Source: an optimization exercise on an open RTL-to-GDS flow (aim: small area, a short achievable clock period and few clock cycles). Production flows keep margins and buffers that such runs may drop.
The RTL was checked by simulation tests, not by an equivalence proof against the original design.
No activity file was given, so power comes from the tool's default toggle rates.

## build 83
## htfv
module htfv (
    input  wire        clk,
    input  wire        rst,
    input  wire        op_valid,
    input  wire [31:0] op,
    output wire        op_ready,
    input  wire [4:0]  raddr,
    output reg  [31:0] rdata
);
For scale: roughly 1,700 cells after synthesis, ~73 I/O pins.
export LEC_CHECK = 0
export CAP_MARGIN = 20
export CORE_MARGIN = 2
export CORE_UTILIZATION = 30
export SLEW_MARGIN = 60
create_clock -name core_clock -period 30.0 [get_ports {clk}]
standard.sh (not shown) runs the stock make flow with config.mk's settings and CLKGATE_MAP_FILE= SYNTH_SCRIPT=/design/flow/synth_recipe.tcl, a recipe that flattens the netlist after the stock synthesis.
==> flow/flow/run.sh <==
#!/bin/bash
# Layout flow: the standard ORFS flow (standard.sh, synthesis unchanged), with
#  - repair_timing asked to leave extra setup margin (SETUP_SLACK_MARGIN) so that it
#    shortens the critical paths further than the 30 ns clock alone would make it;
#    TNS_END_PERCENT=0 keeps that repair on the worst paths only;
#  - every port still buffered, with the smallest buffer (repair upsizes the
#    critical ones);
#  - clock tree from clkbuf_8 cells, without dummy balancing loads, sinks
#    clustered by up to 15 within 60 um.
# The constraints (clock, I/O delays, loads) are the design's own. Each make run's
# full output goes to a log file in this folder; ORFS's per-step logs stay under
# orfs/logs.
set -euo pipefail
bash standard.sh \
  SETUP_SLACK_MARGIN=17.5 \
  TNS_END_PERCENT=0 \
  "BUFFER_PORTS_ARGS=-buffer_cell sky130_fd_sc_hd__buf_1" \
  "CTS_ARGS=-sink_clustering_enable -repair_clock_nets -dont_use_dummy_load -buf_list sky130_fd_sc_hd__clkbuf_8 -sink_clustering_size 15 -sink_clustering_max_diameter 60" \
  finish > standard_finish.log 2>&1
Build 83: all stages complete, timing, DRC and antenna checks passed
Testbench counts of build 83, summed over its fixed seeds: cycles 13,426.
#### Input delta (build 38 over build 83)
- putting PLACE_DENSITY at 0.78 where nothing was set
- swapping 30 for 65 in CORE_UTILIZATION
diff --git a/flow/flow/run.sh b/flow/flow/run.sh
--- a/flow/flow/run.sh
+++ b/flow/flow/run.sh
@@ -4,4 +4,6 @@
 #    shortens the critical paths further than the 30 ns clock alone would make it;
 #    TNS_END_PERCENT=0 keeps that repair on the worst paths only;
+#  - the buffers ABC put in are removed after synthesis (REMOVE_ABC_BUFFERS)
+#    and placement-time repair buffers as needed instead;
 #  - every port still buffered, with the smallest buffer (repair upsizes the
 #    critical ones);
@@ -15,4 +17,5 @@
   SETUP_SLACK_MARGIN=17.5 \
   TNS_END_PERCENT=0 \
+  REMOVE_ABC_BUFFERS=1 \
   "BUFFER_PORTS_ARGS=-buffer_cell sky130_fd_sc_hd__buf_1" \
   "CTS_ARGS=-sink_clustering_enable -repair_clock_nets -dont_use_dummy_load -buf_list sky130_fd_sc_hd__clkbuf_8 -sink_clustering_size 15 -sink_clustering_max_diameter 60" \
Findings:
- Build 38 closes out successfully: all stages finished, all timing, DRC and antenna checks passed.
- Build 83 has a lower post-route worst setup slack than build 38.
- The endpoint of the worst setup timing path comes out rdata[13] in one run and rdata[18] in the other, namely in build 38 and build 83 respectively.
- Build 38 vs build 83, library cell contributing the largest single delay on the critical path: fa_2 vs a222oi_1
- Compared with build 83, build 38 ends up with a smaller final cell area.
- Build 38 ended with less net switching share of the total power than build 83.
- Diff build 83 -> build 38 | starting density of the core | increase of 36 points
- The final reports for build 38 and build 83 show area of the multi-input gates lower in the former.
- [compare] base=build 83 new=build 38: power share of the clock group now smaller; total design power dropped 1.5%.
- Build 83 → build 38: combinational share of power decreased 0.4 points, global-route usage rose by 17 points.
Setup changes, build 38 to build 40
- CORE_UTILIZATION: 65 -> 30
- SLEW_MARGIN: 60 -> 20
- PLACE_DENSITY: 0.78 -> unset
diff --git a/flow/flow/run.sh b/flow/flow/run.sh
--- a/flow/flow/run.sh
+++ b/flow/flow/run.sh
@@ -4,6 +4,4 @@
 #    shortens the critical paths further than the 30 ns clock alone would make it;
 #    TNS_END_PERCENT=0 keeps that repair on the worst paths only;
-#  - the buffers ABC put in are removed after synthesis (REMOVE_ABC_BUFFERS)
-#    and placement-time repair buffers as needed instead;
 #  - every port still buffered, with the smallest buffer (repair upsizes the
 #    critical ones);
@@ -17,5 +15,4 @@
   SETUP_SLACK_MARGIN=17.5 \
   TNS_END_PERCENT=0 \
-  REMOVE_ABC_BUFFERS=1 \
   "BUFFER_PORTS_ARGS=-buffer_cell sky130_fd_sc_hd__buf_1" \
   "CTS_ARGS=-sink_clustering_enable -repair_clock_nets -dont_use_dummy_load -buf_list sky130_fd_sc_hd__clkbuf_8 -sink_clustering_size 15 -sink_clustering_max_diameter 60" \
Findings:
- Build 40 vs build 38: instance area at placement up by a few percent
- Run comparison: build 40 slowest library cell on the worst path fa_1; build 38 slowest library cell on the worst path fa_2
- Compared with build 38, in build 40 cell area rose by about 3.2%, number of stages on the worst setup path shows an increase of about 12%.
- Sequential share of layout area in build 40 vs build 38: down 1.5 points
- Summary of build 40 over build 38: overall power after layout went up 1.3%; first-pass GRT wire length went up about 10%.
- Relative to build 38, build 40 degrades setup skew after layout.

========
htfv again, from the RTL that the note above started with.
Design htfv, start of the top module:
module htfv (
    input  wire        clk,
    input  wire        rst,
    input  wire        op_valid,
    input  wire [31:0] op,
    output wire        op_ready,
    input  wire [4:0]  raddr,
    output reg  [31:0] rdata
);
export LEC_CHECK = 0
export ABC_AREA = 1
export CAP_MARGIN = 20
export CORE_MARGIN = 2
export CORE_UTILIZATION = 65
export PLACE_DENSITY = 0.78
export SLEW_MARGIN = 60
create_clock -name core_clock -period 30.0 [get_ports {clk}]
==> flow/flow/run.sh <==
#!/bin/bash
# Layout flow: the standard ORFS flow (standard.sh, synthesis unchanged), with
#  - repair_timing asked to leave extra setup margin (SETUP_SLACK_MARGIN) so that it
#    shortens the critical paths further than the 30 ns clock alone would make it;
#    TNS_END_PERCENT=0 keeps that repair on the worst paths only;
#  - every port still buffered, with the smallest buffer (repair upsizes the
#    critical ones);
#  - clock tree from clkbuf_8 cells, without dummy balancing loads, sinks
#    clustered by up to 15 within 60 um.
# The constraints (clock, I/O delays, loads) are the design's own. Each make run's
# full output goes to a log file in this folder; ORFS's per-step logs stay under
# orfs/logs.
set -euo pipefail
bash standard.sh \
  SETUP_SLACK_MARGIN=17.5 \
  TNS_END_PERCENT=0 \
  "BUFFER_PORTS_ARGS=-buffer_cell sky130_fd_sc_hd__buf_1" \
  "CTS_ARGS=-sink_clustering_enable -repair_clock_nets -dont_use_dummy_load -buf_list sky130_fd_sc_hd__clkbuf_8 -sink_clustering_size 15 -sink_clustering_max_diameter 60" \
  finish > standard_finish.log 2>&1
The first run went through all stages and came out clean.
Testbench counts at the start, summed over its fixed seeds: cycles 13,426.
Edit:
--- a/flow/flow/run.sh
+++ b/flow/flow/run.sh
@@ -6,6 +6,5 @@
 #  - every port still buffered, with the smallest buffer (repair upsizes the
 #    critical ones);
-#  - clock tree from clkbuf_8 cells, without dummy balancing loads, sinks
-#    clustered by up to 15 within 60 um.
+#  - clock tree from clkbuf_8 cells, without dummy balancing loads.
 # The constraints (clock, I/O delays, loads) are the design's own. Each make run's
 # full output goes to a log file in this folder; ORFS's per-step logs stay under
@@ -16,4 +15,4 @@
   TNS_END_PERCENT=0 \
   "BUFFER_PORTS_ARGS=-buffer_cell sky130_fd_sc_hd__buf_1" \
-  "CTS_ARGS=-sink_clustering_enable -repair_clock_nets -dont_use_dummy_load -buf_list sky130_fd_sc_hd__clkbuf_8 -sink_clustering_size 15 -sink_clustering_max_diameter 60" \
+  "CTS_ARGS=-sink_clustering_enable -repair_clock_nets -dont_use_dummy_load -buf_list sky130_fd_sc_hd__clkbuf_8" \
   finish > standard_finish.log 2>&1
--- a/flow/config.mk
+++ b/flow/config.mk
@@ -6,8 +6,6 @@
 export NUM_CORES = 4
 export LEC_CHECK = 0
-export ABC_AREA = 1
 export CAP_MARGIN = 20
 export CORE_MARGIN = 2
-export CORE_UTILIZATION = 65
-export PLACE_DENSITY = 0.78
-export SLEW_MARGIN = 60
+export CORE_UTILIZATION = 30
+export SLEW_MARGIN = 20
The changed run passed the timing, design-rule and antenna checks; worst setup slack is worse by 0.25 ns; core utilization is lower by 37 points; design area is higher by a few percent; total power increases by a few percent; die area went up by well over a third; non-clock buffer count goes up by 12.
Edit:
--- a/flow/flow/run.sh
+++ b/flow/flow/run.sh
@@ -6,5 +6,6 @@
 #  - every port still buffered, with the smallest buffer (repair upsizes the
 #    critical ones);
-#  - clock tree from clkbuf_8 cells, without dummy balancing loads.
+#  - clock tree from clkbuf_8 cells, without dummy balancing loads, sinks
+#    clustered by up to 15 within 60 um.
 # The constraints (clock, I/O delays, loads) are the design's own. Each make run's
 # full output goes to a log file in this folder; ORFS's per-step logs stay under
@@ -12,7 +13,7 @@
 set -euo pipefail
 bash standard.sh \
-  SETUP_SLACK_MARGIN=17.5 \
+  SETUP_SLACK_MARGIN=18.5 \
   TNS_END_PERCENT=0 \
   "BUFFER_PORTS_ARGS=-buffer_cell sky130_fd_sc_hd__buf_1" \
-  "CTS_ARGS=-sink_clustering_enable -repair_clock_nets -dont_use_dummy_load -buf_list sky130_fd_sc_hd__clkbuf_8" \
+  "CTS_ARGS=-sink_clustering_enable -repair_clock_nets -dont_use_dummy_load -buf_list sky130_fd_sc_hd__clkbuf_8 -sink_clustering_size 15 -sink_clustering_max_diameter 60" \
   finish > standard_finish.log 2>&1
--- a/flow/config.mk
+++ b/flow/config.mk
@@ -8,4 +8,5 @@
 export CAP_MARGIN = 20
 export CORE_MARGIN = 2
-export CORE_UTILIZATION = 30
-export SLEW_MARGIN = 20
+export CORE_UTILIZATION = 65
+export PLACE_DENSITY = 0.78
+export SLEW_MARGIN = 60
Worst setup slack improved by 0.18 ns.
Flip-flop and latch count does not change.
Global-route usage went up by 17 points.
Maximum frequency is higher by 1.4%.
First-iteration DRC count came out higher by 21%.
Total power drops by 9.0%.
Final area goes down by about 4%.
Clock power fell by about 26%.
Edit:
--- a/flow/flow/run.sh
+++ b/flow/flow/run.sh
@@ -13,5 +13,5 @@
 set -euo pipefail
 bash standard.sh \
-  SETUP_SLACK_MARGIN=18.5 \
+  SETUP_SLACK_MARGIN=17.5 \
   TNS_END_PERCENT=0 \
   "BUFFER_PORTS_ARGS=-buffer_cell sky130_fd_sc_hd__buf_1" \
--- a/flow/config.mk
+++ b/flow/config.mk
@@ -8,5 +8,5 @@
 export CAP_MARGIN = 20
 export CORE_MARGIN = 2
-export CORE_UTILIZATION = 65
-export PLACE_DENSITY = 0.78
+export CORE_UTILIZATION = 50
+export PLACE_DENSITY = 0.7
 export SLEW_MARGIN = 60
Via count shrinks by a few percent.
Worst setup slack degrades by 0.16 ns.
Wire length shrinks slightly.
Worst hold slack degrades by 0.0037 ns.
Die area grows by a quarter to a third.
Edit:
--- a/flow/config.mk
+++ b/flow/config.mk
@@ -6,7 +6,7 @@
 export NUM_CORES = 4
 export LEC_CHECK = 0
+export ABC_AREA = 1
 export CAP_MARGIN = 20
 export CORE_MARGIN = 2
 export CORE_UTILIZATION = 50
-export PLACE_DENSITY = 0.7
 export SLEW_MARGIN = 60
What happened:
- first-iteration DRC count climbs by about a fifth
- maximum frequency climbs slightly
- wire length climbs by about a fifth
Edit:
--- a/flow/flow/run.sh
+++ b/flow/flow/run.sh
@@ -13,5 +13,5 @@
 set -euo pipefail
 bash standard.sh \
-  SETUP_SLACK_MARGIN=17.5 \
+  SETUP_SLACK_MARGIN=16.5 \
   TNS_END_PERCENT=0 \
   "BUFFER_PORTS_ARGS=-buffer_cell sky130_fd_sc_hd__buf_1" \
--- a/flow/config.mk
+++ b/flow/config.mk
@@ -6,7 +6,7 @@
 export NUM_CORES = 4
 export LEC_CHECK = 0
-export ABC_AREA = 1
 export CAP_MARGIN = 20
 export CORE_MARGIN = 2
-export CORE_UTILIZATION = 50
+export CORE_UTILIZATION = 65
+export PLACE_DENSITY = 0.78
 export SLEW_MARGIN = 60
What happened: Combinational power fell by a quarter to a third. Final area goes down by a few percent. Setup slack gets worse by 0.096 ns. Via count goes down by about a fifth. Fmax falls slightly. Power shrinks by roughly a tenth. Sequential cell count does not change.

[afterwards: timing with drivers on the ports]
The results above use ideal ports. As a check the final layouts listed here were re-extracted and re-timed, cells and wires unchanged. Step 1 sets driving cells, clkbuf_16 on the clock port and buf_2 on the other inputs (assumed; they add their load-dependent delay and slew). Step 2 adds t to the input delays and takes it off the output delays; t is the mean of the earliest and latest rising clock arrival at the registers after step 1. Input paths then give back, and output paths get back, about the clock's delay inside the block. Three values: ideal ports, drivers, drivers and shift; two values: the first two.
| run | shift t [ns] | setup slack, ns | worst setup path at the end |
|---|---|---|---|
| build 83 | 0.598 | 16.243 / 16.203 / 16.203 | input to output |
| build 38 | 0.591 | 16.400 / 16.348 / 16.454 | input to output |
| build 40 | 0.592 | 16.290 / 16.235 / 16.251 | input to output |
| the first run of note 2 | 0.660 | 16.464 / 16.412 / 16.447 | input to output |
| the second run of note 2 | 0.627 | 16.213 / 16.172 / 16.172 | input to output |
| the third run of note 2 | 0.581 | 16.397 / 16.366 / 16.372 | input to output |
| the fourth run of note 2 | 0.657 | 16.238 / 16.188 / 16.324 | input to output |
| the fifth run of note 2 | 0.625 | 16.394 / 16.375 / 16.375 | input to output |
| the sixth run of note 2 | 0.646 | 16.298 / 16.249 / 16.273 | input to output |
After both steps every run listed still meets setup and hold. The setup slack of the second run of note 2, which loses most, moves by -0.041 ns with the drivers and by -0.041 ns with both steps.
